Context: an optimization exercise on an open-source flow, tuned for a short achievable clock period and few clock cycles. The choices shown serve that exercise and are no tape-out recipe.
Where RTL was checked, it was by simulation tests only, not by an equivalence proof against the original.
The RTL of runs 1 to 3 and 5 was laid out without a check of its function.
Power and IR drop assume default switching activity.

**flow/run.sh**
```bash
#!/bin/bash
# synth_recipe.tcl (not shown) runs the flow's synth.tcl, then flattens the netlist and writes it again
# the make line also repeats each setting of config.mk as NAME=value (left out here)
make -C /OpenROAD-flow-scripts/flow DESIGN_CONFIG=/design/flow/config.mk WORK_HOME=/design/flow/orfs CLKGATE_MAP_FILE= SYNTH_SCRIPT=/design/flow/synth_recipe.tcl finish
```
**flow/constraint.sdc**
```tcl
create_clock -name core_clock -period 6.0 [get_ports {clk}]
set_input_delay 1.2000 -clock core_clock [delete_from_list [all_inputs] [get_ports {clk}]]
set_output_delay 1.2000 -clock core_clock [all_outputs]
set_load 0.01 [all_outputs]
```
**flow/design.v**
```verilog
module segcodec (
    input             clk,
    input             rst,
    input             h_req,
    input             h_we,
    input      [1:0]  h_size,     
    input      [12:0] h_addr,
    input      [31:0] h_wdata,
    output            h_done,
    output reg        h_err,
    output reg [31:0] h_rdata,
    output reg        mem_en,
    output reg        mem_we,
    output reg [3:0]  mem_be,
    output reg [8:0]  mem_addr,
    output reg [31:0] mem_wdata,
    input      [31:0] mem_rdata
);
    localparam [10:0] FRAME_LEN   = 11'd1446;
    localparam [10:0] MAX_PAYLOAD = 11'd1440;
    localparam [8:0]  LAST_WORD   = 9'd361;
    localparam [3:0] OP_NOP = 4'd0, OP_ENCODE = 4'd1, OP_DECODE = 4'd2, OP_CSUM = 4'd3;
    localparam [3:0] C_NONE = 4'd0, C_BAD_SIZE = 4'd1, C_BAD_CSUM = 4'd2,
                     C_BAD_VERSION = 4'd3, C_LEN_RANGE = 4'd4, C_ILLEGAL = 4'd5;
    localparam [2:0] P_RD = 3'd0, P_RD0 = 3'd1, P_HDR = 3'd2, P_PAD = 3'd3, P_WAIT = 3'd4;
    reg [2:0]  tx_flags;    
    reg [10:0] tx_len;
    reg [5:0]  tx_seq;
    reg [5:0]  tx_ackn;
    reg        st_err;
    reg        st_valid;
    reg [3:0]  st_cause;
    reg [3:0]  st_lastop;
    reg [31:0] rx_hdr;
    reg [15:0] csum_r;
    reg [15:0] rx_size;
    reg [15:0] cs_len;
    reg [10:0] plen;
    wire [31:0] tx_hdr = {2'b01, tx_flags, tx_len, 2'b00, tx_seq, 2'b00, tx_ackn};
    wire [31:0] status = {20'd0, st_lastop, st_cause, 2'b00, st_valid, st_err};
    reg        s_idle;      
    reg        s_done;      
    reg        s_cmd;       
    reg        s_regw;      
    reg        s_frd1;      
    reg        s_frd2;      
    reg        s_busy;      
    reg [1:0]  fsel;        
    reg [2:0]  q_reg;       
    reg [31:0] q_wdata;     
    assign h_done = s_done;
    function [3:0] lmask;    
        input [1:0] r;
        case (r)
            2'd0: lmask = 4'b1111;
            2'd1: lmask = 4'b1000;
            2'd2: lmask = 4'b1100;
            default: lmask = 4'b1110;
        endcase
    endfunction
    function [3:0] hmask;    
        input [1:0] r;
        hmask = 4'b1111 >> r;
    endfunction
    reg        enc_bad;
    reg [8:0]  enc_ra_end, enc_ps;
    reg [3:0]  enc_lm, enc_m1, enc_pbe, enc_csbe;
    reg [2:0]  enc_ph0;
    reg        cs_bad;
    reg [8:0]  cs_ra_end;
    reg [3:0]  cs_lm, cs_m1, cs_m0;
    reg [2:0]  cs_ph0;
    reg        rx_ok;
    function [37:0] enc_pack;
        input [10:0] len;
        reg [10:0] n, e;
        reg [8:0]  nw, ra;
        reg [3:0]  lm;
        begin
            n  = len + 11'd6;
            e  = len + 11'd5;
            nw = n[10:2];
            ra = e[10:2];
            lm = lmask(n[1:0]);
            enc_pack = {len > MAX_PAYLOAD, ra, lm,
                        4'b0011 & ((ra == 9'd1) ? lm : 4'b1111),
                        (nw >= 9'd2) ? nw : 9'd2,
                        (nw >= 9'd2) ? hmask(n[1:0]) : 4'b1111,
                        4'b1100 | ((nw == 9'd1) ? (hmask(n[1:0]) & 4'b0011) : 4'b0000),
                        (ra >= 9'd2) ? P_RD : P_HDR};
        end
    endfunction
    function [24:0] cs_pack;
        input [15:0] len;
        reg [15:0] e;
        reg [8:0]  ra;
        begin
            e  = len - 16'd1;
            ra = e[10:2];
            cs_pack = {len > {5'd0, FRAME_LEN}, ra, lmask(len[1:0]),
                       (len == 16'd0 || ra == 9'd0) ? 4'b0000 :
                       (ra == 9'd1) ? lmask(len[1:0]) : 4'b1111,
                       (ra == 9'd0) ? lmask(len[1:0]) : 4'b1111,
                       (len == 16'd0) ? P_WAIT : (ra >= 9'd2) ? P_RD : P_RD0};
        end
    endfunction
    wire [10:0] len_n = (s_regw && q_reg == 3'd2) ? q_wdata[26:16] : tx_len;
    wire [15:0] csl_n = (s_regw && q_reg == 3'd6) ? q_wdata[15:0] : cs_len;
    wire [15:0] rxs_n = (s_regw && q_reg == 3'd5) ? q_wdata[15:0] : rx_size;
    always @(posedge clk) begin
        {enc_bad, enc_ra_end, enc_lm, enc_m1, enc_ps, enc_pbe, enc_csbe, enc_ph0}
            <= rst ? enc_pack(11'd0) : enc_pack(len_n);
        {cs_bad, cs_ra_end, cs_lm, cs_m1, cs_m0, cs_ph0}
            <= rst ? cs_pack(16'd0) : cs_pack(csl_n);
        rx_ok <= !rst && rxs_n == {5'd0, FRAME_LEN};
    end
    wire a_low    = h_addr[12:5] == 8'd0;
    wire is_reg   = a_low && (h_size == 2'd2) && (h_addr[1:0] == 2'b00);
    wire is_frame = h_addr[12] && (h_addr[11:0] < {1'b0, FRAME_LEN}) && (h_size == 2'd0);
    wire is_cmdw  = is_reg && h_we && (h_addr[4:2] == 3'd0);
    wire go       = s_idle && h_req;
    reg [31:0] reg_rdata;
    always @(*) begin
        case (h_addr[4:2])
            3'd0: reg_rdata = 32'd0;
            3'd1: reg_rdata = status;
            3'd2: reg_rdata = tx_hdr;
            3'd3: reg_rdata = rx_hdr;
            3'd4: reg_rdata = {16'd0, csum_r};
            3'd5: reg_rdata = {16'd0, rx_size};
            3'd6: reg_rdata = {16'd0, cs_len};
            default: reg_rdata = {21'd0, plen};
        endcase
    end
    reg [2:0]  ph;
    reg        e_enc, e_dec;
    reg [8:0]  na;           
    reg [8:0]  ra_end;       
    reg [3:0]  lm;           
    reg [3:0]  m0;           
    reg [8:0]  ps;           
    reg [3:0]  pbe;          
    reg [3:0]  csbe;         
    reg        dec_fin;      
    wire [3:0] wop    = q_wdata[3:0];
    wire       cmd_ok = (wop == OP_ENCODE && !enc_bad) || (wop == OP_DECODE && rx_ok) ||
                        (wop == OP_CSUM && !cs_bad);
    wire       run    = s_busy || (s_cmd && cmd_ok);
    reg [3:0]  m_a, m_d;     
    reg        h_a, h_d;     
    reg        r1, r2;       
    reg [15:0] cs_s, cs_c;   
    reg        nz;           
    reg [16:0] t_q;          
    reg        nz_t;
    reg [31:0] hdr_cap;
    wire        r0 = |m_a;
    wire [31:0] md = mem_rdata & {{8{m_d[3]}}, {8{m_d[2]}}, {8{m_d[1]}}, {8{m_d[0]}}};
    wire [15:0] fa1_s = cs_s ^ cs_c ^ md[31:16];
    wire [15:0] fa1_c = (cs_s & cs_c) | (cs_s & md[31:16]) | (cs_c & md[31:16]);
    wire [15:0] fa1_r = {fa1_c[14:0], fa1_c[15]};
    wire [15:0] fa2_s = fa1_s ^ fa1_r ^ md[15:0];
    wire [15:0] fa2_c = (fa1_s & fa1_r) | (fa1_s & md[15:0]) | (fa1_r & md[15:0]);
    wire [15:0] fa2_r = {fa2_c[14:0], fa2_c[15]};
    wire [15:0] u      = t_q[15:0] + {15'd0, t_q[16]};
    wire [15:0] f2     = !nz_t ? 16'd0 : (t_q == 17'd0) ? 16'hFFFF : u;
    wire [15:0] csum_v = ~f2;
    wire [3:0] rd_mask = (na == ra_end) ? lm : 4'b1111;
    wire [3:0] pad_be  = ((na == ps) ? pbe : 4'b1111) & ((na == LAST_WORD) ? 4'b1100 : 4'b1111);
    wire       fin_ok  = (ph == P_WAIT) && !r0 && !r1 && !r2;
    reg        x_en, x_we;
    reg [8:0]  x_addr;
    reg [3:0]  x_be;
    reg [31:0] x_wdata;
    reg [3:0]  x_m;
    reg        x_h;
    always @(*) begin
        x_en    = 1'b0;
        x_we    = 1'b0;
        x_addr  = na;
        x_be    = 4'b1111;
        x_wdata = 32'd0;
        x_m     = 4'd0;
        x_h     = 1'b0;
        case (ph)
            P_RD: begin
                x_en = 1'b1;
                x_m  = rd_mask;
            end
            P_RD0: begin
                x_en   = 1'b1;
                x_addr = 9'd0;
                x_m    = m0;
                x_h    = e_dec;
            end
            P_HDR: begin
                x_en    = 1'b1;
                x_we    = 1'b1;
                x_addr  = 9'd0;
                x_wdata = tx_hdr;
            end
            P_PAD: begin
                x_en = 1'b1;
                x_we = 1'b1;
                x_be = pad_be;
            end
            default: begin
                x_en    = fin_ok && e_enc;
                x_we    = 1'b1;
                x_addr  = 9'd1;
                x_be    = csbe;
                x_wdata = {csum_v, 16'd0};
            end
        endcase
        if (!run) x_en = 1'b0;
    end
    always @(posedge clk) begin
        m_d  <= m_a;
        h_d  <= h_a;
        r1   <= r0;
        r2   <= r1;
        cs_s <= fa2_s;
        cs_c <= fa2_r;
        nz   <= nz | (|md);
        t_q  <= {1'b0, cs_s} + {1'b0, cs_c};
        nz_t <= nz;
        if (h_d) hdr_cap <= mem_rdata;
        if (s_idle) begin
            q_reg     <= h_addr[4:2];
            q_wdata   <= h_wdata;
            fsel      <= h_addr[1:0];
            h_rdata   <= reg_rdata;
            mem_we    <= h_we && h_addr[12];
            mem_addr  <= h_addr[12] ? h_addr[10:2] : 9'd1;
            mem_be    <= 4'b1000 >> h_addr[1:0];
            mem_wdata <= {4{h_wdata[7:0]}};
            e_enc  <= h_wdata[1:0] == 2'd1;
            e_dec  <= h_wdata[1:0] == 2'd2;
            na     <= 9'd2;
            ps     <= enc_ps;
            pbe    <= enc_pbe;
            csbe   <= enc_csbe;
            h_a    <= 1'b0;
            case (h_wdata[1:0])
                2'd1: begin
                    ph     <= enc_ph0;
                    ra_end <= enc_ra_end;
                    lm     <= enc_lm;
                    m0     <= 4'b0000;
                    m_a    <= enc_m1;
                end
                2'd2: begin
                    ph     <= P_RD;
                    ra_end <= LAST_WORD;
                    lm     <= 4'b1100;
                    m0     <= 4'b1111;
                    m_a    <= 4'b1111;
                end
                default: begin
                    ph     <= cs_ph0;
                    ra_end <= cs_ra_end;
                    lm     <= cs_lm;
                    m0     <= cs_m0;
                    m_a    <= cs_m1;
                end
            endcase
        end else begin
            if (s_frd2) begin
                case (fsel)
                    2'd0: h_rdata <= {24'd0, mem_rdata[31:24]};
                    2'd1: h_rdata <= {24'd0, mem_rdata[23:16]};
                    2'd2: h_rdata <= {24'd0, mem_rdata[15:8]};
                    default: h_rdata <= {24'd0, mem_rdata[7:0]};
                endcase
            end
            mem_we    <= x_we;
            mem_addr  <= x_addr;
            mem_be    <= x_be;
            mem_wdata <= x_wdata;
            m_a       <= run ? x_m : 4'd0;
            h_a       <= run && x_h;
            if (run) begin
                case (ph)
                    P_RD: begin
                        na <= na + 9'd1;
                        if (na == ra_end) ph <= e_enc ? P_HDR : P_RD0;
                    end
                    P_RD0: ph <= P_WAIT;
                    P_HDR: begin
                        na <= ps;
                        ph <= P_PAD;
                    end
                    P_PAD: begin
                        na <= na + 9'd1;
                        if (na == LAST_WORD) ph <= P_WAIT;
                    end
                    default: ;
                endcase
            end
        end
        if (s_cmd) begin
            cs_s <= e_enc ? tx_hdr[31:16] : 16'd0;
            cs_c <= e_enc ? tx_hdr[15:0] : 16'd0;
            nz   <= e_enc;
            r1   <= 1'b1;    
            r2   <= 1'b0;
        end
        if (rst) begin
            s_idle    <= 1'b1;
            s_done    <= 1'b0;
            s_cmd     <= 1'b0;
            s_regw    <= 1'b0;
            s_frd1    <= 1'b0;
            s_frd2    <= 1'b0;
            s_busy    <= 1'b0;
            h_err     <= 1'b0;
            mem_en    <= 1'b0;
            dec_fin   <= 1'b0;
            tx_flags  <= 3'd0;
            tx_len    <= 11'd0;
            tx_seq    <= 6'd0;
            tx_ackn   <= 6'd0;
            st_err    <= 1'b0;
            st_valid  <= 1'b0;
            st_cause  <= C_NONE;
            st_lastop <= 4'd0;
            rx_hdr    <= 32'd0;
            csum_r    <= 16'd0;
            rx_size   <= 16'd0;
            cs_len    <= 16'd0;
            plen      <= 11'd0;
        end else begin
            s_done  <= go && ((is_reg && !is_cmdw) || (is_frame && h_we) || !(is_reg || is_frame));
            s_cmd   <= go && is_cmdw;
            s_regw  <= go && is_reg && h_we && !is_cmdw;
            s_frd1  <= go && is_frame && !h_we;
            h_err   <= s_idle && !(is_reg || is_frame);
            mem_en  <= s_idle ? (go && (is_frame || is_cmdw)) : x_en;
            dec_fin <= 1'b0;
            if (go) s_idle <= 1'b0;
            if (s_done) s_idle <= 1'b1;
            if (s_regw) begin
                case (q_reg)
                    3'd2: begin
                        tx_flags <= q_wdata[29:27];
                        tx_len   <= q_wdata[26:16];
                        tx_seq   <= q_wdata[13:8];
                        tx_ackn  <= q_wdata[5:0];
                    end
                    3'd5: rx_size <= q_wdata[15:0];
                    3'd6: cs_len  <= q_wdata[15:0];
                    default: ;   
                endcase
            end
            s_frd2 <= s_frd1;
            if (s_frd2) s_done <= 1'b1;
            if (s_cmd) begin
                if (cmd_ok) begin
                    s_busy <= 1'b1;
                end else begin
                    s_done <= 1'b1;
                    if (wop != OP_NOP) begin
                        st_err    <= 1'b1;
                        st_valid  <= 1'b0;
                        st_lastop <= wop;
                        case (wop)
                            OP_ENCODE: st_cause <= C_LEN_RANGE;
                            OP_DECODE: begin
                                st_cause <= C_BAD_SIZE;
                                rx_hdr   <= 32'd0;
                                plen     <= 11'd0;
                            end
                            OP_CSUM:   st_cause <= C_LEN_RANGE;
                            default:   st_cause <= C_ILLEGAL;
                        endcase
                    end
                end
            end
            if (s_busy && fin_ok) begin
                s_busy    <= 1'b0;
                s_done    <= 1'b1;
                csum_r    <= csum_v;
                st_lastop <= e_enc ? OP_ENCODE : e_dec ? OP_DECODE : OP_CSUM;
                st_err    <= 1'b0;
                st_valid  <= 1'b0;
                st_cause  <= C_NONE;
                dec_fin   <= e_dec;
            end
            if (dec_fin) begin
                st_valid  <= 1'b0;
                st_err    <= 1'b1;
                rx_hdr    <= 32'd0;
                plen      <= 11'd0;
                if (csum_r != 16'd0) begin
                    st_cause <= C_BAD_CSUM;
                end else if (hdr_cap[31:30] != 2'b01) begin
                    st_cause <= C_BAD_VERSION;
                end else begin
                    st_cause <= C_NONE;
                    st_err   <= 1'b0;
                    st_valid <= 1'b1;
                    rx_hdr   <= hdr_cap;
                    plen     <= (hdr_cap[26:16] > MAX_PAYLOAD) ? MAX_PAYLOAD : hdr_cap[26:16];
                end
            end
        end
    end
endmodule
```
**flow/config.mk**
```make
export PLATFORM = sky130hd
export DESIGN_NAME = segcodec
export DESIGN_NICKNAME = segcodec
export VERILOG_FILES = /design/flow/design.v
export SDC_FILE = /design/flow/constraint.sdc
export NUM_CORES = 4
export LEC_CHECK = 0
export ABC_CLOCK_PERIOD_IN_PS = 2200
export CAP_MARGIN = 20
export CORE_MARGIN = 2
export CORE_UTILIZATION = 40
export SETUP_SLACK_MARGIN = 3.5
export SLEW_MARGIN = 20
export TNS_END_PERCENT = 100
```
==> run notes, run 1 <==
Placed Instance Area ~22000 um^2; critical path startpoint category register; Max Slew Vio Count 0; share of layout cells above drive strength 1 between 10% and 20%; top achievable clock speed about 360 MHz; Hold Vio Cnt, Final 0; Top FF cell, synth dfxtp_1; worst slack at placement roughly 2 ns; M2 GR Usage 38.6%; final period demand of the worst path approximately 2.8 ns; die width 226 um; asr flop ratio synth 0%; mapped cell area just under 20000 um^2; Layout Skew ~0.016 ns; largest registers h_rdata (32), hdr_cap (32), rx_hdr (32); total die area 50900 um^2; IR drop worst, VDD between 0.00015 and 0.0002 V; worst r2r src q_reg[2]; Syn Nets roughly 2100; design area approximately 25000 um^2; H-tree depth 2; post-synth top area cell dfxtp_1; first-pass GRT wire length between 90000 and 100000 um; Seq/Total Area, Yosys just over 50%; post-synth top area share between 30% and 40%; Sequential Power Share a little under half; count leader, synth dfxtp_1; Setup crit end kind register; Num Clock Sinks 439; IO Pins 164; GP Congestion around 0.93; top cells by count, synth dfxtp_1 (305), nand2_1 (209), nor2_1 (177), edfxtp_1 (134), a21oi_1 (118); initial antenna violation count 2; total global-route track usage about a quarter; Reg2Reg Setup Slack ~3.2 ns; row count slightly above 80; Starting Density about two fifths; Max Fanout on Critical Path 6; Max Cap Viol 0; synth top area cells dfxtp_1 (31%), edfxtp_1 (20%), nand2_1 (4.0%); Hold Startpoint h_a; Switching Fraction 28.0%; Clock Latency Late Sink 0.58 ns; WS Path Type register to register; die height about 230 um; CTS root buf clkbuf_16; slew margin rel. 28.0%; Clock power frac roughly two fifths; Setup WS post-layout roughly 3.2 ns; total number of vias 16100; PwrDens 318 nW/um^2; vias in the first global route approximately 15000; routed wire length about 66000 um; Final Util around half; Hold EP h_d; Crit Reg-Reg Endpoint enc_ps[0]; combinational power share approximately 16%; Most Crowded Layer GR met2; final period utilization 46.5%; met1 GRT Util a little over a third; GR Util met3 4.90%; critical path cell sequence nand4bb_4, buf_12, buf_16, mux2i_4, buf_6, ha_4, inv_4, nand2_4, or3_4, a222oi_1, buf_4, nor3_1; DR DRC count 0; CP max stage delay ~0.42 ns; Net Sw Power around 2.2 mW; clk slew on worst S/H paths 0.06 ns; leakage 9.74 nW; Avg Inst Size Synth 9.98 um^2; min-delay worst type register to register; Post-synth EDFFs about 130; Total Nets Final roughly 2300; Ys Warns 1; largest net degree at the start of global routing 93; Seq cells post-synth between 400 and 500; core area between 40000 and 50000 um^2; CTS buffer count 48; Post-DP HPWL around 46000 um; FF-to-FF path depth 12; total power 7.84 mW; CP Data Arrival Time between 3 and 4 ns; CTS max path bufs 3; WHS about 0.35 ns; Post-Layout Cell Count 2811; Tightest Pin Transition between 1 and 1.5 ns; placed insts between 2000 and 3000; Syn Inst Count around 2000; DR iter-0 viols about 1600; Slowest cell on crit path edfxtp_1; Req. time, crit path 6.43 ns; DR vias/cell between 5 and 6; TritonRoute pass-1 iters 5; hold depth 0; final setup violation count 0; run status no timing/DRC/antenna violations; internal power around 5.6 mW; DR WL/cell roughly 23 um; Filler cells between 4000 and 5000; Syn-to-layout area delta 25.4%; unrepaired setup endpoints after global routing true; Post-Route Setup TNS 0 ns; CTS tree done; PortBufs roughly 160; Antenna Violating Nets Remaining 0; grt ovf 0; post-synth cell types 72
## kinds of logic after synthesis
kind of cell,share of synthesized area (%)
flip-flops,51.6
AND/OR/NAND/NOR,16.6
XOR/XNOR,2.94
buffers and inverters,3.77
AO/OA/AOI/OAI,14.3
multiplexers,5.42
adder cells (fa/ha/maj),5.34
## layout by cell type, fill, tap and decap left out, types with 49 or more instances in the layout
master / n
mux2i_1: 49
o21ai_0: 99
edfxtp_1: 134
buf_4: 70
nor2_1: 171
nand3_1: 62
a21oi_1: 113
clkbuf_16: 55
inv_1: 66
dfxtp_1: 303
nand2_1: 205
dlygate4sd2_1: 103
## routing by layer
| layer | routed length, um | part of all wire (%) |
|---|---|---|
| met5 | 0 | 0 |
| met4 | 1940 | 3.0 |
| met3 | 5440 | 8.3 |
| met2 | 29600 | 45 |
| met1 | 28800 | 44 |
## how the worst max path moves through the flow
stage | endpoint | start | cells after the start
after floorplan | nz | mem_rdata[29] | 5
final | enc_ps[0] | q_reg[2] | 12
after global routing | enc_m1[1] | q_reg[0] | 13
after CTS | enc_ps[0] | q_reg[2] | 10
after detailed placement | s_done | h_addr[3] | 8
after global placement | h_rdata[0] | h_addr[3] | 7
## timing repair
item	4_1_cts	5_1_grt
resized for setup	226	38
setup buffers	36	25
pin swaps	32	21
hold buffers	0	0
endpoints found under the hold margin	0	0
cloned	5	3
setup endpoints to repair	231	149
## power groups by stage
stage                     clock, mW  sequential, mW  combinational [mW]
after floorplan                   0            3.54               0.788
final                          3.03            3.54                1.27
after global routing           3.19            3.56                1.42
after global placement            0            3.60                1.22
after CTS                      3.08            3.54                1.25
after detailed placement          0            3.60                1.24
## final cells by class
class                           count  area [um^2]  share of cell area, %
Antenna cell                        1         2.50                 0.0102
Tap cell                          622          778                   3.16
Sequential cell                   439        10100                   41.2
Inverter                           70          275                   1.12
Clock buffer                       63         1390                   5.66
Timing Repair Buffer              254         2450                   9.96
Multi-Input combinational cell   1337         9360                   38.0
Clock inverter                     25          230                  0.935
## worst max-delay path: cells and delay by family, from the launching register on
kind / cells / cell delay, ns
and+or+nand+nor: 4 / 0.75
DFF: 1 / 0.42
buffers and inverters: 5 / 0.78
AOI/OAI and AO/OA: 1 / 0.31
muxes: 1 / 0.20
adders and majority gates: 1 / 0.18
==> inputs of run 2 (changes only) <==
--- a/flow/design.v
+++ b/flow/design.v
@@ -38,3 +38,5 @@
     reg [10:0] plen;
-    wire [31:0] tx_hdr = {2'b01, tx_flags, tx_len, 2'b00, tx_seq, 2'b00, tx_ackn};
+    reg        v_tx, v_rxh, v_cs, v_rxs, v_csl;
+    wire [31:0] tx_hdr = v_tx ? {2'b01, tx_flags, tx_len, 2'b00, tx_seq, 2'b00, tx_ackn}
+                              : 32'h40000000;
     wire [31:0] status = {20'd0, st_lastop, st_cause, 2'b00, st_valid, st_err};
@@ -106,11 +108,17 @@
     endfunction
-    wire [10:0] len_n = (s_regw && q_reg == 3'd2) ? q_wdata[26:16] : tx_len;
-    wire [15:0] csl_n = (s_regw && q_reg == 3'd6) ? q_wdata[15:0] : cs_len;
-    wire [15:0] rxs_n = (s_regw && q_reg == 3'd5) ? q_wdata[15:0] : rx_size;
     always @(posedge clk) begin
-        {enc_bad, enc_ra_end, enc_lm, enc_m1, enc_ps, enc_pbe, enc_csbe, enc_ph0}
-            <= rst ? enc_pack(11'd0) : enc_pack(len_n);
-        {cs_bad, cs_ra_end, cs_lm, cs_m1, cs_m0, cs_ph0}
-            <= rst ? cs_pack(16'd0) : cs_pack(csl_n);
-        rx_ok <= !rst && rxs_n == {5'd0, FRAME_LEN};
+        if (rst) begin
+            {enc_bad, enc_ra_end, enc_lm, enc_m1, enc_ps, enc_pbe, enc_csbe, enc_ph0}
+                <= enc_pack(11'd0);
+            {cs_bad, cs_ra_end, cs_lm, cs_m1, cs_m0, cs_ph0} <= cs_pack(16'd0);
+            rx_ok <= 1'b0;
+        end else if (s_regw) begin
+            if (q_reg == 3'd2)
+                {enc_bad, enc_ra_end, enc_lm, enc_m1, enc_ps, enc_pbe, enc_csbe, enc_ph0}
+                    <= enc_pack(q_wdata[26:16]);
+            if (q_reg == 3'd6)
+                {cs_bad, cs_ra_end, cs_lm, cs_m1, cs_m0, cs_ph0} <= cs_pack(q_wdata[15:0]);
+            if (q_reg == 3'd5)
+                rx_ok <= q_wdata[15:0] == {5'd0, FRAME_LEN};
+        end
     end
@@ -127,7 +135,7 @@
             3'd2: reg_rdata = tx_hdr;
-            3'd3: reg_rdata = rx_hdr;
-            3'd4: reg_rdata = {16'd0, csum_r};
-            3'd5: reg_rdata = {16'd0, rx_size};
-            3'd6: reg_rdata = {16'd0, cs_len};
-            default: reg_rdata = {21'd0, plen};
+            3'd3: reg_rdata = v_rxh ? rx_hdr : 32'd0;
+            3'd4: reg_rdata = {16'd0, v_cs ? csum_r : 16'd0};
+            3'd5: reg_rdata = {16'd0, v_rxs ? rx_size : 16'd0};
+            3'd6: reg_rdata = {16'd0, v_csl ? cs_len : 16'd0};
+            default: reg_rdata = {21'd0, v_rxh ? plen : 11'd0};
         endcase
@@ -228,2 +236,12 @@
         if (s_idle) begin
+            h_rdata <= reg_rdata;
+        end else begin
+            case (fsel)
+                2'd0: h_rdata <= {24'd0, mem_rdata[31:24]};
+                2'd1: h_rdata <= {24'd0, mem_rdata[23:16]};
+                2'd2: h_rdata <= {24'd0, mem_rdata[15:8]};
+                default: h_rdata <= {24'd0, mem_rdata[7:0]};
+            endcase
+        end
+        if (s_idle) begin
             q_reg     <= h_addr[4:2];
@@ -231,3 +249,2 @@
             fsel      <= h_addr[1:0];
-            h_rdata   <= reg_rdata;
             mem_we    <= h_we && h_addr[12];
@@ -267,10 +284,2 @@
         end else begin
-            if (s_frd2) begin
-                case (fsel)
-                    2'd0: h_rdata <= {24'd0, mem_rdata[31:24]};
-                    2'd1: h_rdata <= {24'd0, mem_rdata[23:16]};
-                    2'd2: h_rdata <= {24'd0, mem_rdata[15:8]};
-                    default: h_rdata <= {24'd0, mem_rdata[7:0]};
-                endcase
-            end
             mem_we    <= x_we;
@@ -318,6 +327,2 @@
             dec_fin   <= 1'b0;
-            tx_flags  <= 3'd0;
-            tx_len    <= 11'd0;
-            tx_seq    <= 6'd0;
-            tx_ackn   <= 6'd0;
             st_err    <= 1'b0;
@@ -326,7 +331,7 @@
             st_lastop <= 4'd0;
-            rx_hdr    <= 32'd0;
-            csum_r    <= 16'd0;
-            rx_size   <= 16'd0;
-            cs_len    <= 16'd0;
-            plen      <= 11'd0;
+            v_tx      <= 1'b0;
+            v_rxh     <= 1'b0;
+            v_cs      <= 1'b0;
+            v_rxs     <= 1'b0;
+            v_csl     <= 1'b0;
         end else begin
@@ -343,10 +348,5 @@
                 case (q_reg)
-                    3'd2: begin
-                        tx_flags <= q_wdata[29:27];
-                        tx_len   <= q_wdata[26:16];
-                        tx_seq   <= q_wdata[13:8];
-                        tx_ackn  <= q_wdata[5:0];
-                    end
-                    3'd5: rx_size <= q_wdata[15:0];
-                    3'd6: cs_len  <= q_wdata[15:0];
+                    3'd2: v_tx  <= 1'b1;
+                    3'd5: v_rxs <= 1'b1;
+                    3'd6: v_csl <= 1'b1;
                     default: ;   
@@ -369,4 +369,3 @@
                                 st_cause <= C_BAD_SIZE;
-                                rx_hdr   <= 32'd0;
-                                plen     <= 11'd0;
+                                v_rxh    <= 1'b0;
                             end
@@ -381,3 +380,3 @@
                 s_done    <= 1'b1;
-                csum_r    <= csum_v;
+                v_cs      <= 1'b1;
                 st_lastop <= e_enc ? OP_ENCODE : e_dec ? OP_DECODE : OP_CSUM;
@@ -391,4 +390,3 @@
                 st_err    <= 1'b1;
-                rx_hdr    <= 32'd0;
-                plen      <= 11'd0;
+                v_rxh     <= 1'b0;
                 if (csum_r != 16'd0) begin
@@ -401,4 +399,3 @@
                     st_valid <= 1'b1;
-                    rx_hdr   <= hdr_cap;
-                    plen     <= (hdr_cap[26:16] > MAX_PAYLOAD) ? MAX_PAYLOAD : hdr_cap[26:16];
+                    v_rxh    <= 1'b1;
                 end
@@ -406,2 +403,17 @@
         end
+    end
+    always @(posedge clk) begin
+        if (s_regw && q_reg == 3'd2) begin
+            tx_flags <= q_wdata[29:27];
+            tx_len   <= q_wdata[26:16];
+            tx_seq   <= q_wdata[13:8];
+            tx_ackn  <= q_wdata[5:0];
+        end
+        if (s_regw && q_reg == 3'd5) rx_size <= q_wdata[15:0];
+        if (s_regw && q_reg == 3'd6) cs_len  <= q_wdata[15:0];
+        if (s_busy && fin_ok) csum_r <= csum_v;
+        if (dec_fin) begin
+            rx_hdr <= hdr_cap;
+            plen   <= (hdr_cap[26:16] > MAX_PAYLOAD) ? MAX_PAYLOAD : hdr_cap[26:16];
+        end
     end
--- a/flow/config.mk
+++ b/flow/config.mk
@@ -7,3 +7,3 @@
 export LEC_CHECK = 0
-export ABC_CLOCK_PERIOD_IN_PS = 2200
+export ABC_CLOCK_PERIOD_IN_PS = 2000
 export CAP_MARGIN = 20
@@ -11,3 +11,3 @@
 export CORE_UTILIZATION = 40
-export SETUP_SLACK_MARGIN = 3.5
+export SETUP_SLACK_MARGIN = 4.0
 export SLEW_MARGIN = 20
==> run 2 against run 1 <==
  * Final cell count shrank 8.0%
  * Fmax grew 23%
  * Register-to-register slack gained 0.68 ns
  * Largest power group unchanged
==> run notes, run 2 <==
Layout Skew 0.0127 ns (-0.00318 ns); PortBufs 161 (unchanged); Max Fanout on Critical Path 1 (-5); run status no timing/DRC/antenna violations; DR iter-0 viols 1763 (+7.0%); area of the multi-input gates 8260 um^2 (-12%); DR vias/cell 5.85 (+2.1%); WHS 0.334 ns (-0.0114 ns); initial antenna violation count 2 (unchanged); total global-route track usage 25.0% (-0.21 points); CP Data Arrival Time 1.07 ns (-2.15 ns); row count 79 (-2.5%); CTS max path bufs 3 (unchanged); WS Path Type register to output pin; Antenna Violating Nets Remaining 0 (unchanged); post-synth top area share 34.6% (+3.5 points); top achievable clock speed 440 MHz (+23%); final period demand of the worst path 2.27 ns (-0.514 ns); placed insts 2348 (-11%); die width 222 um (-1.5%); Slowest cell on crit path dfxtp_2; unrepaired setup endpoints after global routing true; Setup WS post-layout 3.73 ns (+0.514 ns); IO Pins 164 (unchanged); Syn Inst Count 1667 (-15%); core area 46800 um^2 (-3.9%); Tightest Pin Transition 0.912 ns (-0.168 ns); Post-synth EDFFs 219 (+63%); Filler cells 3997 (-11%); DR DRC count 0 (unchanged); Clock Latency Late Sink 0.59 ns (about the same); commonest non-fill, non-tap cells in the layout edfxtp_1 (219), dfxtp_1 (160), nand2_1 (153); Total Nets Final 2090 (-9.0%); top layer in use met5; Ys Warns 1 (unchanged); Setup crit end kind output pin; CTS root buf clkbuf_16; largest registers h_rdata (32), hdr_cap (32), rx_hdr (32); Max Slew Vio Count 0 (unchanged); top cells by count, synth dfxtp_1 (225), edfxtp_1 (219), nand2_1 (157), nor2_1 (95), o21ai_0 (83); grt ovf 0 (unchanged); post-synth top area cell edfxtp_1; met2 wire len 28700 um (-3.1%); Syn Nets 1817 (-14%); leakage 9.43 nW (-3.2%); crit path buf inv count 1 (-4); Top FF cell, synth dfxtp_1; share of layout cells above drive strength 1 30.6% (+16 points); total number of vias 15100 (-6.1%); Starting Density 40.7% (+0.33 points); Hold Vio Cnt, Final 0 (unchanged); Final Util 53.8% (+3.2 points); Seq cells post-synth 444 (+1.1%); most common cell after layout, fill and taps aside edfxtp_1; mapped cell area 19000 um^2 (-3.1%); Syn-to-layout area delta 32.2%; critical path startpoint category register; CTS buffer count 48 (unchanged); post-synth cell types 85 (+18%); vias in the first global route 14600 (-5.5%); critical path cell sequence buf_6; routed wire length 64600 um (-1.8%); synth top area cells edfxtp_1 (35%), dfxtp_1 (24%), fa_1 (3.5%); ANT cells 0 (-1); GP Congestion 0.915 (-1.8%); Post-DP HPWL 42800 um (-6.8%); Avg Inst Size Synth 11.4 um^2 (+14%); Seq/Total Area, Yosys 58.2% (+6.6 points); total die area 49300 um^2 (-3.0%); first-pass GRT wire length 92700 um (-3.4%); worst slack at placement 2.04 ns (+0.00555 ns); Post-Route Setup TNS 0 ns (unchanged); Top delay family on crit path flip-flops; final period utilization 37.9% (-8.6 points); sequential cell area 11200 um^2 (+10%); CTS Hold Bufs 0 (unchanged); CTS tree done; largest net degree at the start of global routing 73 (-22%); slew margin rel. 39.2% (+11 points); asr flop ratio synth 0% (unchanged); H-tree depth 2 (unchanged); die height 222 um (-1.5%); wire length on met3 6020 um (+11%); Post-Layout Cell Count 2586 (-8.0%); clk slew on worst S/H paths 0.06 ns (about the same); design area 25200 um^2 (+2.2%); PwrDens 341 nW/um^2 (+7.0%); min-delay worst type register to register; IR drop worst, VDD 0.000186 V (-6.5%); CP max stage delay 0.37 ns (-0.05 ns); total power 8.57 mW (+9.3%); TritonRoute pass-1 iters 6 (+1); Req. time, crit path 4.80 ns (-1.63 ns); count leader, synth dfxtp_1; Max Cap Viol 0 (unchanged); final setup violation count 0 (unchanged); Num Clock Sinks 444 (+1.1%); met1 WL 27800 um (-3.3%); DR WL/cell 25.0 um (+6.7%); Placed Instance Area 21300 um^2 (-3.0%)
==> run 2: final timing paths <==
kind / startpoint / endpoint / slack [ns] / cells after the start
min reg2reg: h_a / h_d / 0.33 / 0
max reg2reg: q_wdata[0] / na[0] / 3.89 / 8
max: h_rdata[10] / h_rdata[10] / 3.73 / 1
min: h_a / h_d / 0.33 / 0
==> run 2: report_power, final <==
group	internal, mW	switching (mW)	total, mW
sequential	3.47	0.266	3.74
combinational	0.888	0.998	1.89
clock	1.70	1.25	2.95
==> run 2: kinds of logic after synthesis <==
kind of cell	after synthesis	share of synthesized area, %
AOI/OAI and AO/OA	403	14.4
xor gates and xnor gates	68	3.13
adders and majority gates	67	5.71
and+or+nand+nor	503	13.6
muxes	18	1.50
buffers and inverters	164	3.43
DFF	444	58.2
==> run 2: layout make-up <==
type | count | share of cell area, %
tap | 607 | 3.02
timing repair inverter | 1 | 0.0199
clock inverter | 21 | 0.632
timing repair buffer | 323 | 12.4
inverter | 60 | 1.01
clock buffer | 68 | 5.64
sequential | 444 | 44.4
multi-input combinational | 1062 | 32.8
==> run 2: timing repair <==
action,CTS,global route
resized for setup,698,147
endpoints found under the setup margin,360,217
buffers inserted,93,46
pin swaps,60,73
gates cloned,3,7
==> run 2: per-layer routing <==
| metal | vias to the layer above | GRT usage, % |
|---|---|---|
| met2 | 805 | 37.9 |
| met4 | 2 | 8.04 |
| met5 | - | 0 |
| met3 | 134 | 5.12 |
| met1 | 7466 | 35.9 |
| li1 | 6720 | - |
==> inputs of run 3 (changes only) <==
--- a/flow/config.mk
+++ b/flow/config.mk
@@ -7,7 +7,7 @@
 export LEC_CHECK = 0
-export ABC_CLOCK_PERIOD_IN_PS = 2000
+export ABC_CLOCK_PERIOD_IN_PS = 1500
 export CAP_MARGIN = 20
 export CORE_MARGIN = 2
-export CORE_UTILIZATION = 40
-export SETUP_SLACK_MARGIN = 4.0
+export CORE_UTILIZATION = 60
+export SETUP_SLACK_MARGIN = 4.5
 export SLEW_MARGIN = 20
==> run 3 against run 2 <==
  * Non-clock buffer count is 185 higher
  * Setup slack got worse by 0.44 ns
  * Die area shrank 33%
  * Hold slack lost 0.011 ns
  * Clock power increased by 1%
  * Critical path type is now register to register
  * Largest power group unchanged
==> run notes, run 3 <==
Final Util 92.6% (+39 points); wire length on met3 13800 um (+130%); die width 182 um (-18%); CP Data Arrival Time 3.19 ns (+2.12 ns); Syn Nets 1817 (unchanged); met1 WL 28000 um (+0.57%); CTS Hold Bufs 0 (unchanged); IO Pins 164 (unchanged); vias in the first global route 16700 (+14%); TritonRoute pass-1 iters 12 (+6); hold depth 0 (unchanged); post-synth top area share 34.6% (unchanged); PortBufs 161 (unchanged); Clock Latency Late Sink 0.59 ns (about the same); Avg Inst Size Synth 11.4 um^2 (unchanged); GP Congestion 0.972 (+6.2%); CTS tree done; PwrDens 333 nW/um^2 (-2.3%); Reg2Reg Setup Slack 3.28 ns (-0.61 ns); slew margin rel. 27.6% (-12 points); Setup crit end kind register; Max Slew Vio Count 0 (unchanged); DR WL/cell 34.1 um (+36%); routed wire length 87600 um (+36%); initial antenna violation count 6 (+4); Tightest Pin Transition 1.08 ns (+0.171 ns); final period demand of the worst path 2.72 ns (+0.444 ns); Seq/Total Area, Yosys 58.2% (unchanged); Post-DP HPWL 41600 um (-2.8%); most common cell after layout, fill and taps aside edfxtp_1; CTS buffer count 45 (-6.3%); total die area 33100 um^2 (-33%); WS Path Type register to register; Max Fanout on Critical Path 5 (+4); Filler cells 970 (-76%); min-delay worst type register to register; Layout Skew 0.0384 ns (+0.0257 ns); Post-synth EDFFs 219 (unchanged); total global-route track usage 43.1% (+18 points); FF-to-FF path depth 10 (+2); mapped cell area 19000 um^2 (unchanged); Syn Inst Count 1667 (unchanged); crit path buf inv count 4 (+3); Antenna Violating Nets Remaining 0 (unchanged); final setup violation count 0 (unchanged); H-tree depth 2 (unchanged); Top delay family on crit path flip-flops; worst r2r src q_wdata[0]; CTS root buf clkbuf_16; Slowest cell on crit path edfxtp_1; count leader, synth dfxtp_1; share of layout cells above drive strength 1 52.9% (+22 points); leakage 11.1 nW (+18%); largest registers h_rdata (32), hdr_cap (32), rx_hdr (32); die height 182 um (-18%); Syn-to-layout area delta 52.8%; Critical Path Start q_wdata[0]; DR DRC count 0 (unchanged); top cells by count, synth dfxtp_1 (225), edfxtp_1 (219), nand2_1 (157), nor2_1 (95), o21ai_0 (83); post-synth top area cell edfxtp_1; area of the multi-input gates 9950 um^2 (+21%); DR vias/cell 7.30 (+25%); first-pass GRT wire length 106000 um (+14%); Crit Reg-Reg Endpoint st_lastop[3]; Seq cells post-synth 444 (unchanged); Post-Route Setup TNS 0 ns (unchanged); CP max stage delay 0.88 ns (+0.51 ns); Max Cap Viol 0 (unchanged); Hold Vio Cnt, Final 0 (unchanged); row count 65 (-18%); critical path cell sequence inv_2, ha_4, and2_4, nor4_4, buf_4, o31ai_4, buf_6, buf_4, a22oi_2, nor2_1; commonest non-fill, non-tap cells in the layout edfxtp_1 (219), buf_6 (203), buf_4 (184); top layer in use met5; total number of vias 18800 (+24%); run status no timing/DRC/antenna violations; Worst setup endpoint st_lastop[3]; largest net degree at the start of global routing 53 (-27%); IR drop worst, VDD 0.000368 V (+97%); synth top area cells edfxtp_1 (35%), dfxtp_1 (24%), fa_1 (3.5%); Total Nets Final 2276 (+8.9%); Req. time, crit path 6.47 ns (+1.67 ns); core area 31400 um^2 (-33%); CTS max path bufs 3 (unchanged); sequential cell area 11300 um^2 (+0.77%); grt ovf 0 (unchanged); asr flop ratio synth 0% (unchanged); critical path startpoint category register; unrepaired setup endpoints after global routing true; Ys Warns 1 (unchanged); met2 wire len 37700 um (+31%); Top FF cell, synth dfxtp_1; final period utilization 45.3% (+7.4 points); top achievable clock speed 368 MHz (-16%); DR iter-0 viols 3656 (+110%); WP depth 10 (+9); clk slew on worst S/H paths 0.07 ns (about the same); Num Clock Sinks 444 (unchanged); post-synth cell types 85 (unchanged); Starting Density 60.6% (+20 points); most used cell along the critical path buf_4
[run 3: worst register-to-register path, cell delays in order, from the launching register on]
cell,delay (ns)
edfxtp_1,0.88
inv_2,0.16
ha_4,0.22
and2_4,0.16
nor4_4,0.42
buf_4,0.20
o31ai_4,0.07
buf_6,0.17
buf_4,0.14
a22oi_2,0.13
nor2_1,0.06
[run 3: how the worst min path moves through the flow]
stage | from | to | slack (ns)
2_1_floorplan | h_a | h_d | 0.31
3_3_place_gp | h_a | h_d | 0.32
3_5_place_dp | h_a | h_d | 0.32
4_1_cts | h_a | h_d | 0.34
5_1_grt | h_a | h_d | 0.33
6_report | h_a | h_d | 0.32
[run 3: cells by family (layout without fill, tap and decap cells)]
kind of cell / Yosys count / in the layout / synth area share [%]
AOI/OAI and AO/OA: 403 / 404 / 14.4
xor gates and xnor gates: 68 / 68 / 3.13
adders and majority gates: 67 / 67 / 5.71
buffers and inverters: 164 / 655 / 3.43
DFF: 444 / 444 / 58.2
muxes: 18 / 18 / 1.50
other: 0 / 5 / 0
and+or+nand+nor: 503 / 507 / 13.6
[run 3: per-stage QoR]
| stage | hold slack, ns | power (mW) | instance area, um^2 | std cells | setup WS, ns |
|---|---|---|---|---|---|
| after floorplan | 0.310 | 5.02 | 20400 | 1667 | 3.47 |
| after global placement | 0.317 | 5.49 | 21700 | 2141 | 2.10 |
| after detailed placement | 0.321 | 5.54 | 21700 | 2143 | 2.06 |
| after CTS | 0.338 | 8.95 | 27200 | 2478 | 3.75 |
| after global routing | 0.333 | 9.90 | 29100 | 2567 | 3.39 |
| final | 0.323 | 9.68 | 29100 | 2570 | 3.28 |
[run 3: layout make-up]
cell class | count | share of cell area [%]
Sequential cell | 444 | 38.8
Multi-Input combinational cell | 1064 | 34.2
Timing Repair Buffer | 508 | 18.8
Clock buffer | 64 | 4.69
Tap cell | 402 | 1.73
Inverter | 60 | 1.07
Clock inverter | 20 | 0.633
Timing Repair inverter | 3 | 0.0904
Antenna cell | 5 | 0.0430
[run 3: layer usage]
metal  GRT usage [%]  up-vias
met1            58.3     8869
met5               0        -
li1                -     7106
met4            21.1       12
met3            10.4      696
met2            65.7     2079
[run 3: report_power, final]
part | switching, mW | internal (mW) | leakage [nW]
clock | 1.31 | 1.68 | 0.769
combinational | 1.46 | 1.39 | 6.40
sequential | 0.339 | 3.50 | 3.92
total | 3.10 | 6.58 | 11.1
[run 3: what timing repair did]
item | 4_1_cts | 5_1_grt
setup buffers | 231 | 82
pin swaps | 197 | 177
endpoints found under the setup margin | 466 | 376
gates cloned | 20 | 5
resized for setup | 1058 | 276
==> inputs of run 4 (changes only) <==
--- a/flow/design.v
+++ b/flow/design.v
@@ -151,3 +151,3 @@
     reg [3:0]  csbe;         
-    reg        dec_fin;      
+    reg        s_fin;        
     wire [3:0] wop    = q_wdata[3:0];
@@ -177,3 +177,4 @@
     wire [3:0] pad_be  = ((na == ps) ? pbe : 4'b1111) & ((na == LAST_WORD) ? 4'b1100 : 4'b1111);
-    wire       fin_ok  = (ph == P_WAIT) && !r0 && !r1 && !r2;
+    wire       fin_ok  = (ph == P_WAIT) && !r0 && !r1 && !(r2 && e_enc);
+    wire       csum_z  = nz_t && (t_q == 17'h00000 || t_q == 17'h0FFFF || t_q == 17'h1FFFE);
     reg        x_en, x_we;
@@ -326,3 +327,3 @@
             mem_en    <= 1'b0;
-            dec_fin   <= 1'b0;
+            s_fin     <= 1'b0;
             st_err    <= 1'b0;
@@ -343,3 +344,3 @@
             mem_en  <= s_idle ? (go && (is_frame || is_cmdw)) : x_en;
-            dec_fin <= 1'b0;
+            s_fin   <= 1'b0;
             if (go) s_idle <= 1'b0;
@@ -378,4 +379,7 @@
             if (s_busy && fin_ok) begin
-                s_busy    <= 1'b0;
-                s_done    <= 1'b1;
+                s_busy <= 1'b0;
+                s_done <= 1'b1;
+                s_fin  <= 1'b1;
+            end
+            if (s_fin) begin
                 v_cs      <= 1'b1;
@@ -385,17 +389,14 @@
                 st_cause  <= C_NONE;
-                dec_fin   <= e_dec;
-            end
-            if (dec_fin) begin
-                st_valid  <= 1'b0;
-                st_err    <= 1'b1;
-                v_rxh     <= 1'b0;
-                if (csum_r != 16'd0) begin
-                    st_cause <= C_BAD_CSUM;
-                end else if (hdr_cap[31:30] != 2'b01) begin
-                    st_cause <= C_BAD_VERSION;
-                end else begin
-                    st_cause <= C_NONE;
-                    st_err   <= 1'b0;
-                    st_valid <= 1'b1;
-                    v_rxh    <= 1'b1;
+                if (e_dec) begin
+                    st_err <= 1'b1;
+                    v_rxh  <= 1'b0;
+                    if (!csum_z) begin
+                        st_cause <= C_BAD_CSUM;
+                    end else if (hdr_cap[31:30] != 2'b01) begin
+                        st_cause <= C_BAD_VERSION;
+                    end else begin
+                        st_err   <= 1'b0;
+                        st_valid <= 1'b1;
+                        v_rxh    <= 1'b1;
+                    end
                 end
@@ -413,4 +414,4 @@
         if (s_regw && q_reg == 3'd6) cs_len  <= q_wdata[15:0];
-        if (s_busy && fin_ok) csum_r <= csum_v;
-        if (dec_fin) begin
+        if (s_fin) csum_r <= csum_v;
+        if (s_fin && e_dec) begin
             rx_hdr <= hdr_cap;
--- a/flow/config.mk
+++ b/flow/config.mk
@@ -7,7 +7,7 @@
 export LEC_CHECK = 0
-export ABC_CLOCK_PERIOD_IN_PS = 1500
+export ABC_CLOCK_PERIOD_IN_PS = 2000
 export CAP_MARGIN = 20
 export CORE_MARGIN = 2
-export CORE_UTILIZATION = 60
-export SETUP_SLACK_MARGIN = 4.5
+export CORE_UTILIZATION = 40
+export SETUP_SLACK_MARGIN = 4.0
 export SLEW_MARGIN = 20
==> run 4 against run 3 <==
  * Setup slack better by 0.35 ns
  * Cell area down 14%
  * Die area up 46%
  * Wire length down 26%
  * First-iteration DRC count down 56%
  * Hold slack better by 0.0077 ns
  * Clock skew down 0.013 ns
  * Clock-buffer cell count up 9
  * Combinational power down 48%
  * Non-clock buffer count down 190
  * Final cell count down 0.97%
  * Highest routed layer is now met4
==> run notes, run 4 <==
CTS tree done; Max Cap Viol 0 (unchanged); Ys Warns 1 (unchanged); H-tree depth 2 (unchanged); Post-DP HPWL 42600 um (+2.3%); clk slew on worst S/H paths 0.06 ns (about the same); largest registers h_rdata (32), hdr_cap (32), rx_hdr (32); synth top area cells edfxtp_1 (35%), dfxtp_1 (24%), nand2_1 (3.6%); DR vias/cell 5.80 (-21%); share of layout cells above drive strength 1 33.6% (-19 points); leakage 9.26 nW (-17%); most common cell after layout, fill and taps aside edfxtp_1; Tightest Pin Transition 1.07 ns (-0.0153 ns); CTS max path bufs 3 (unchanged); row count 79 (+22%); PortBufs 161 (unchanged); routed wire length 64800 um (-26%); mapped cell area 18700 um^2 (-1.8%); CTS root buf clkbuf_16; DR DRC count 0 (unchanged); Avg Inst Size Synth 11.5 um^2 (+0.92%); FF-to-FF path depth 6 (-4); Hold Vio Cnt, Final 0 (unchanged); critical path cell sequence nand4_4, or4b_1, a2111o_1, a211o_1, buf_4, o31ai_2; DR WL/cell 25.5 um (-25%); die width 220 um (+21%); hold depth 0 (unchanged); Clock power frac 37.2% (+6.3 points); Max Fanout on Critical Path 9 (+4); Syn Nets 1773 (-2.4%); IR drop worst, VDD 0.000260 V (-29%); Filler cells 3908 (+300%); unrepaired setup endpoints after global routing true; largest net degree at the start of global routing 75 (+42%); Top FF cell, synth dfxtp_1; combinational power share 17.8% (-12 points); TritonRoute pass-1 iters 6 (-6); Total Nets Final 2045 (-10%); run status no timing/DRC/antenna violations; Switching Fraction 27.9% (-4.1 points); top cells by count, synth dfxtp_1 (225), edfxtp_1 (219), nand2_1 (179), nor2_1 (116), clkbuf_1 (82); total global-route track usage 26.2% (-17 points); initial antenna violation count 2 (-4); post-synth top area share 35.2% (+0.63 points); GP Congestion 0.893 (-8.1%); total die area 48500 um^2 (+46%); grt ovf 0 (unchanged); final period demand of the worst path 2.36 ns (-0.354 ns); Sequential Power Share 45.0% (+5.3 points); count leader, synth dfxtp_1; post-synth top area cell edfxtp_1; internal power 5.96 mW (-9.4%); Layout Skew 0.0256 ns (-0.0128 ns); Num Clock Sinks 444 (unchanged); min-delay worst type register to register; placed insts 2309 (+7.7%); commonest non-fill, non-tap cells in the layout edfxtp_1 (219), nand2_1 (173), dfxtp_1 (157); total power 8.27 mW (-15%); CP max stage delay 0.55 ns (-0.33 ns); Post-Route Setup TNS 0 ns (unchanged); vias in the first global route 14100 (-15%); top achievable clock speed 423 MHz (+15%); Setup crit end kind register; Antenna Violating Nets Remaining 0 (unchanged); CP Data Arrival Time 2.88 ns (-0.31 ns); Syn-to-layout area delta 33.6%; CTS Hold Bufs 0 (unchanged); PwrDens 331 nW/um^2 (-0.55%); Req. time, crit path 6.51 ns (+0.04 ns); IO Pins 164 (unchanged); Syn Inst Count 1622 (-2.7%); first-pass GRT wire length 92400 um (-13%); Post-synth EDFFs 219 (unchanged); asr flop ratio synth 0% (unchanged); slew margin rel. 28.8% (+1.1 points); Max Slew Vio Count 0 (unchanged); core area 46400 um^2 (+48%); critical path startpoint category register; post-synth cell types 79 (-7.1%); final period utilization 39.4% (-5.9 points); WS Path Type register to register; DR iter-0 viols 1622 (-56%); die height 220 um (+21%); Post-Layout Cell Count 2545 (-0.97%); WHS 0.330 ns (+0.00772 ns); Slowest cell on crit path or4b_1; Net Sw Power 2.31 mW (-26%); Seq cells post-synth 444 (unchanged); total number of vias 14700 (-21%); Seq/Total Area, Yosys 59.3% (+1.1 points); Final Util 53.9% (-39 points); Clock Latency Late Sink 0.62 ns (+0.03 ns); Starting Density 40.3% (-20 points); CTS buffer count 49 (+8.9%); final setup violation count 0 (unchanged)
==> run 4: cell types whose count changed in the layout (fill, tap and decap cells not counted), moves of 26 or more <==
cell,change
dfxtp_1,+52
dfxtp_2,-42
o21ai_2,-26
buf_4,-60
nand2_1,+50
nor2_1,+30
buf_6,-123
o21ai_0,+31
==> run 4: power by group through the flow <==
stage	combinational, mW	clock (mW)	sequential (mW)
detailed placement	1.21	0	3.75
finish	1.48	3.07	3.72
global route	1.61	3.23	3.74
global placement	1.19	0	3.75
floorplan	0.841	0	3.66
CTS	1.37	3.12	3.69
==> run 4: worst paths after layout <==
path                             startpoint           to  slack, ns
worst max-delay path            q_wdata[21]  enc_csbe[1]       3.64
worst min-delay path                    h_a          h_d       0.33
worst max register to register  q_wdata[21]  enc_csbe[1]       3.64
worst min register to register          h_a          h_d       0.33
==> run 4: cell families (layout without fill, tap and decap cells) <==
family	count (synthesis)	count (layout)	synth area share, %
buffers and inverters	136	448	2.86
and+or+nand+nor	524	525	13.7
other	0	3	0
xor gates and xnor gates	69	69	3.23
adders and majority gates	68	68	5.88
muxes	16	16	1.41
AOI/OAI and AO/OA	365	365	13.6
DFF	444	444	59.3
==> run 4: layout make-up <==
| cell class | count | area, um^2 | share of cell area [%] |
|---|---|---|---|
| multi-input combinational | 1043 | 8200 | 32.8 |
| sequential | 444 | 11200 | 44.8 |
| timing repair inverter | 3 | 22.5 | 0.0902 |
| timing repair buffer | 318 | 2970 | 11.9 |
| tap | 607 | 759 | 3.04 |
| clock inverter | 19 | 226 | 0.907 |
| antenna | 3 | 7.51 | 0.0301 |
| inverter | 35 | 164 | 0.657 |
| clock buffer | 73 | 1440 | 5.76 |
==> run 4: worst max-delay path: cells and delay by family (launching register included) <==
family,cells,cell delay [ns]
simple gates,2,0.76
buf+inv,1,0.15
flops,1,0.47
compound gates,3,0.88
==> run 4: timing repair <==
item / 4_1_cts / 5_1_grt
pin swaps: 72 / 69
setup endpoints to repair: 396 / 237
cloned: 7 / 1
gates resized for setup: 734 / 160
setup buffers: 99 / 34
==> run 4: through the flow <==
stage / area (um^2) / setup WS, ns
6_report: 25000 / 3.64
3_3_place_gp: 21100 / 1.98
4_1_cts: 24100 / 3.69
3_5_place_dp: 21100 / 1.99
5_1_grt: 25000 / 3.57
2_1_floorplan: 19200 / 3.35
==> run 4: per-layer routing <==
metal | routed length, um | track usage, % | up-vias
met5 | 0 | 0 | -
met4 | 1700 | 7.87 | 0
met3 | 6290 | 6.85 | 112
met2 | 28300 | 39.0 | 772
met1 | 28500 | 37.6 | 7345
li1 | - | - | 6520
Testbench counts of run 4, summed over its fixed seeds: cycles 131,844.
==> inputs of run 5 (changes only) <==
--- a/flow/design.v
+++ b/flow/design.v
@@ -37,3 +37,3 @@
     reg [15:0] cs_len;
-    reg [10:0] plen;
+    wire [10:0] plen = (rx_hdr[26:16] > MAX_PAYLOAD) ? MAX_PAYLOAD : rx_hdr[26:16];
     reg        v_tx, v_rxh, v_cs, v_rxs, v_csl;
@@ -77,3 +77,3 @@
         input [10:0] len;
-        reg [10:0] n, e;
+        reg [1:0]  nr;
         reg [8:0]  nw, ra;
@@ -81,13 +81,12 @@
         begin
-            n  = len + 11'd6;
-            e  = len + 11'd5;
-            nw = n[10:2];
-            ra = e[10:2];
-            lm = lmask(n[1:0]);
+            nr = len[1:0] + 2'd2;
+            nw = len[10:2] + 9'd1 + {8'd0, len[1]};
+            ra = len[10:2] + 9'd1 + {8'd0, len[1] & len[0]};
+            lm = lmask(nr);
             enc_pack = {len > MAX_PAYLOAD, ra, lm,
-                        4'b0011 & ((ra == 9'd1) ? lm : 4'b1111),
-                        (nw >= 9'd2) ? nw : 9'd2,
-                        (nw >= 9'd2) ? hmask(n[1:0]) : 4'b1111,
-                        4'b1100 | ((nw == 9'd1) ? (hmask(n[1:0]) & 4'b0011) : 4'b0000),
-                        (ra >= 9'd2) ? P_RD : P_HDR};
+                        4'b0011 & ((len <= 11'd2) ? lm : 4'b1111),
+                        (len >= 11'd2) ? nw : 9'd2,
+                        (len >= 11'd2) ? hmask(nr) : 4'b1111,
+                        4'b1100 | ((len <= 11'd1) ? (hmask(nr) & 4'b0011) : 4'b0000),
+                        (len >= 11'd3) ? P_RD : P_HDR};
         end
@@ -96,12 +95,9 @@
         input [15:0] len;
-        reg [15:0] e;
-        reg [8:0]  ra;
         begin
-            e  = len - 16'd1;
-            ra = e[10:2];
-            cs_pack = {len > {5'd0, FRAME_LEN}, ra, lmask(len[1:0]),
-                       (len == 16'd0 || ra == 9'd0) ? 4'b0000 :
-                       (ra == 9'd1) ? lmask(len[1:0]) : 4'b1111,
-                       (ra == 9'd0) ? lmask(len[1:0]) : 4'b1111,
-                       (len == 16'd0) ? P_WAIT : (ra >= 9'd2) ? P_RD : P_RD0};
+            cs_pack = {len > {5'd0, FRAME_LEN},
+                       len[10:2] - {8'd0, len[1:0] == 2'd0},
+                       lmask(len[1:0]),
+                       (len <= 16'd4) ? 4'b0000 : (len <= 16'd8) ? lmask(len[1:0]) : 4'b1111,
+                       (len <= 16'd4) ? lmask(len[1:0]) : 4'b1111,
+                       (len == 16'd0) ? P_WAIT : (len >= 16'd9) ? P_RD : P_RD0};
         end
@@ -158,3 +154,5 @@
     reg        h_a, h_d;     
-    reg        r1, r2;       
+    reg        r1, r2, r3;   
+    reg [31:0] d_q;          
+    reg [3:0]  m_q;          
     reg [15:0] cs_s, cs_c;   
@@ -163,5 +161,4 @@
     reg        nz_t;
-    reg [31:0] hdr_cap;
     wire        r0 = |m_a;
-    wire [31:0] md = mem_rdata & {{8{m_d[3]}}, {8{m_d[2]}}, {8{m_d[1]}}, {8{m_d[0]}}};
+    wire [31:0] md = d_q & {{8{m_q[3]}}, {8{m_q[2]}}, {8{m_q[1]}}, {8{m_q[0]}}};
     wire [15:0] fa1_s = cs_s ^ cs_c ^ md[31:16];
@@ -177,3 +174,3 @@
     wire [3:0] pad_be  = ((na == ps) ? pbe : 4'b1111) & ((na == LAST_WORD) ? 4'b1100 : 4'b1111);
-    wire       fin_ok  = (ph == P_WAIT) && !r0 && !r1 && !(r2 && e_enc);
+    wire       fin_ok  = (ph == P_WAIT) && !r0 && !r1 && !r2 && !(r3 && e_enc);
     wire       csum_z  = nz_t && (t_q == 17'h00000 || t_q == 17'h0FFFF || t_q == 17'h1FFFE);
@@ -230,2 +227,5 @@
         r2   <= r1;
+        r3   <= r2;
+        d_q  <= mem_rdata;
+        m_q  <= m_d;
         cs_s <= fa2_s;
@@ -235,3 +235,3 @@
         nz_t <= nz;
-        if (h_d) hdr_cap <= mem_rdata;
+        if (h_d) rx_hdr <= mem_rdata;
         if (s_idle) begin
@@ -316,2 +316,4 @@
             r2   <= 1'b0;
+            r3   <= 1'b0;
+            m_q  <= 4'd0;
         end
@@ -394,3 +396,3 @@
                         st_cause <= C_BAD_CSUM;
-                    end else if (hdr_cap[31:30] != 2'b01) begin
+                    end else if (rx_hdr[31:30] != 2'b01) begin
                         st_cause <= C_BAD_VERSION;
@@ -415,6 +417,2 @@
         if (s_fin) csum_r <= csum_v;
-        if (s_fin && e_dec) begin
-            rx_hdr <= hdr_cap;
-            plen   <= (hdr_cap[26:16] > MAX_PAYLOAD) ? MAX_PAYLOAD : hdr_cap[26:16];
-        end
     end
==> run 5 against run 4 <==
  * Highest routed layer unchanged
  * Clock skew rose by 0.0016 ns
  * Combinational power increased by 5%
  * Fmax rose by 1.8%
  * Final cell count grew 2.7%
  * Core utilization grew 1.0 points
  * Largest cell class unchanged
  * Setup slack better by 0.041 ns
  * Sequential share of layout area shrank 2.1 points
  * Synthesized cell count rose by 4.4%
  * Largest power group unchanged
  * Global-route usage is 1.0 points lower
==> run notes, run 5 <==
run status no timing/DRC/antenna violations; Crit Reg-Reg Endpoint nz; die width 218 um (-0.87%); largest net degree at the start of global routing 59 (-21%); FF-to-FF path depth 5 (-1); Antenna Violating Nets Remaining 0 (unchanged); Ys Warns 1 (unchanged); total number of vias 14800 (+0.054%); mapped cell area 18400 um^2 (-1.8%); WS Path Type register to register; Top FF cell, synth dfxtp_1; Max Slew Vio Count 0 (unchanged); top achievable clock speed 431 MHz (+1.8%); routed wire length 62100 um (-4.2%); Req. time, crit path 6.47 ns (-0.04 ns); clk slew on worst S/H paths 0.06 ns (about the same); H-tree depth 2 (unchanged); Avg Inst Size Synth 10.8 um^2 (-5.9%); Setup WS post-layout 3.68 ns (+0.0413 ns); CP Data Arrival Time 2.79 ns (-0.09 ns); share of layout cells above drive strength 1 31.1% (-2.5 points); IR drop worst, VDD 0.000223 V (-14%); Switching Fraction 28.2% (+0.22 points); Seq cells post-synth 438 (-1.4%); combinational power share 18.8% (+1.0 points); Post-DP HPWL 42400 um (-0.36%); Max Fanout on Critical Path 8 (-1); synth top area cells edfxtp_1 (29%), dfxtp_1 (29%), nand2_1 (3.7%); Clock Latency Late Sink 0.59 ns (-0.03 ns); min-delay worst type register to register; Net Sw Power 2.34 mW (+1.3%); worst slack at placement 2.06 ns (+0.0632 ns); post-synth top area cell edfxtp_1; final setup violation count 0 (unchanged); CTS Hold Bufs 0 (unchanged); hold depth 0 (unchanged); CTS buffer count 48 (-2.0%); Layout Skew 0.0272 ns (+0.00159 ns); vias in the first global route 14200 (+0.51%); initial antenna violation count 3 (+1); Max Cap Viol 0 (unchanged); internal power 5.97 mW (+0.20%); WHS 0.332 ns (+0.00132 ns); Syn Inst Count 1694 (+4.4%); CTS tree done; Seq/Total Area, Yosys 57.4% (-1.9 points); Post-synth EDFFs 176 (-20%); asr flop ratio synth 0% (unchanged); Tightest Pin Transition 0.837 ns (-0.230 ns); CTS max path bufs 3 (unchanged); row count 78 (-1.3%); Setup crit end kind register; critical path startpoint category register; worst r2r src m_q[1]; die height 218 um (-0.87%); Hold EP h_d; core area 45400 um^2 (-2.1%); post-synth top area share 28.8% (-6.4 points); DR iter-0 viols 1292 (-20%); total global-route track usage 25.2% (-1.0 points); first-pass GRT wire length 89200 um (-3.4%); commonest non-fill, non-tap cells in the layout dfxtp_1 (194), edfxtp_1 (176), nand2_1 (175); Clock power frac 37.3% (about the same); PwrDens 334 nW/um^2 (+0.76%); IO Pins 164 (unchanged); Post-Route Setup TNS 0 ns (unchanged); Syn Nets 1850 (+4.3%); Hold Startpoint h_a; Syn-to-layout area delta 35.7%; largest registers d_q (32), h_rdata (32), rx_hdr (32); GP Congestion 0.896 (+0.35%); CTS root buf clkbuf_16; DR WL/cell 23.8 um (-6.7%); final period utilization 38.7% (-0.69 points); post-synth cell types 71 (-10%); Starting Density 40.4% (+0.15 points); slew margin rel. 44.1% (+15 points); unrepaired setup endpoints after global routing true; leakage 9.41 nW (+1.7%); PortBufs 161 (unchanged); Num Clock Sinks 438 (-1.4%); grt ovf 0 (unchanged); Hold Vio Cnt, Final 0 (unchanged); TritonRoute pass-1 iters 7 (+1); Reg2Reg Setup Slack 3.68 ns (+0.04 ns); count leader, synth dfxtp_1; final period demand of the worst path 2.32 ns (-0.0413 ns); Sequential Power Share 43.9% (-1.1 points); total die area 47600 um^2 (-1.7%); DR DRC count 0 (unchanged); most common cell after layout, fill and taps aside dfxtp_1; DR vias/cell 5.65 (-2.5%); top cells by count, synth dfxtp_1 (262), nand2_1 (183), edfxtp_1 (176), nor2_1 (122), a21oi_1 (100); Total Nets Final 2130 (+4.2%)
==> run 5: timing repair <==
| action | in CTS | in global routing |
|---|---|---|
| gates cloned | 4 | 4 |
| setup buffers | 95 | 38 |
| pin swaps | 53 | 97 |
| resized for setup | 605 | 215 |
| setup endpoints to repair | 259 | 199 |
==> run 5: worst max path at each step <==
stage | startpoint | to | slack [ns] | cells past startpoint
2_1_floorplan | h_addr[2] | h_rdata[7] | 3.55 | 8
3_3_place_gp | h_addr[4] | h_rdata[3] | 1.94 | 5
3_5_place_dp | h_addr[4] | h_rdata[1] | 2.06 | 6
4_1_cts | m_q[1] | nz | 3.67 | 5
5_1_grt | m_q[1] | nz | 3.64 | 5
6_report | m_q[1] | nz | 3.68 | 5
==> run 5: metrics by stage <==
stage                     util (%)  power, mW  cell area (um^2)  instances
after floorplan                  -       4.43             18700       1694
after global placement        45.5       4.89             20600       2381
after detailed placement      45.6       4.90             20700       2383
after CTS                     52.5       8.16             23800       2570
after global routing          54.9       8.66             24900       2612
final                         54.9       8.31             24900       2613
==> run 5: worst max-delay path, cell delays in order, from the launching register on <==
cell and delay, ns:
dfxtp_4 0.39, and2_4 0.16, or4_1 0.51, or4_4 0.43, or4_4 0.46, mux2_2 0.27
==> run 5: kinds of logic after synthesis <==
family | share of synthesized area, %
AND/OR/NAND/NOR | 14.9
flip-flops | 57.4
AO/OA/AOI/OAI | 13.9
buffers and inverters | 3.21
adder cells (fa/ha/maj) | 6.33
XOR/XNOR | 3.10
multiplexers | 1.15
==> run 5: metal layers <==
metal / share of wire, % / vias to the layer above / GRT usage, % / routed length [um]
met5: 0 / - / 0 / 0
met3: 7.8 / 130 / 4.76 / 4810
met2: 47 / 640 / 41.4 / 29300
met1: 41 / 7296 / 33.2 / 25700
met4: 3.7 / 0 / 9.05 / 2320
li1: - / 6691 / - / -
==> run 5: power by group through the flow <==
| stage | Combinational (mW) | Clock, mW | Sequential (mW) |
|---|---|---|---|
| after floorplan | 0.840 | 0 | 3.59 |
| after global placement | 1.22 | 0 | 3.67 |
| after detailed placement | 1.23 | 0 | 3.67 |
| after CTS | 1.41 | 3.14 | 3.61 |
| after global routing | 1.71 | 3.27 | 3.67 |
| final | 1.56 | 3.10 | 3.65 |
==> run 5: area by class of cell <==
| cell class | instances | area (um^2) |
|---|---|---|
| tap | 600 | 751 |
| timing repair inverter | 1 | 5.00 |
| sequential | 438 | 10600 |
| multi-input combinational | 1102 | 8620 |
| clock inverter | 27 | 312 |
| clock buffer | 61 | 1360 |
| timing repair buffer | 318 | 2970 |
| antenna | 1 | 2.50 |
| inverter | 65 | 262 |
| fill | 3887 | 20500 |

[what the ideal ports hide]
In the flow no input, the clock included, has a driving cell. The finished layouts below were timed again as built, in two steps. Step 1 (the two cells are an assumption about what drives the block):
set clk [get_ports {clk}]
set_driving_cell -lib_cell sky130_fd_sc_hd__clkbuf_16 $clk
set_driving_cell -lib_cell sky130_fd_sc_hd__buf_2 [delete_from_list [all_inputs] $clk]
Step 2 also shifts input and output timing later by t, the mid clock arrival at the registers, as if the neighbouring blocks saw the same clock. a / b / c = ideal / step 1 / step 2; a / b = the first two.
run | t (ns) | setup WS [ns] | pins driven straight from the clock port
run 1 | 0.634 | 3.212 / 3.212 / 2.746 | 1
run 2 | 0.637 | 3.726 / 3.675 / 3.172 | 1
run 3 | 0.629 | 3.282 / 3.282 / 2.967 | 1
run 4 | 0.657 | 3.636 / 3.636 / 3.103 | 1
run 5 | 0.635 | 3.677 / 3.677 / 3.273 | 1
After both steps setup and hold are still met in every run listed. For run 2, which loses most, drivers alone change the setup slack by -0.051 ns; drivers and shift together by -0.554 ns.
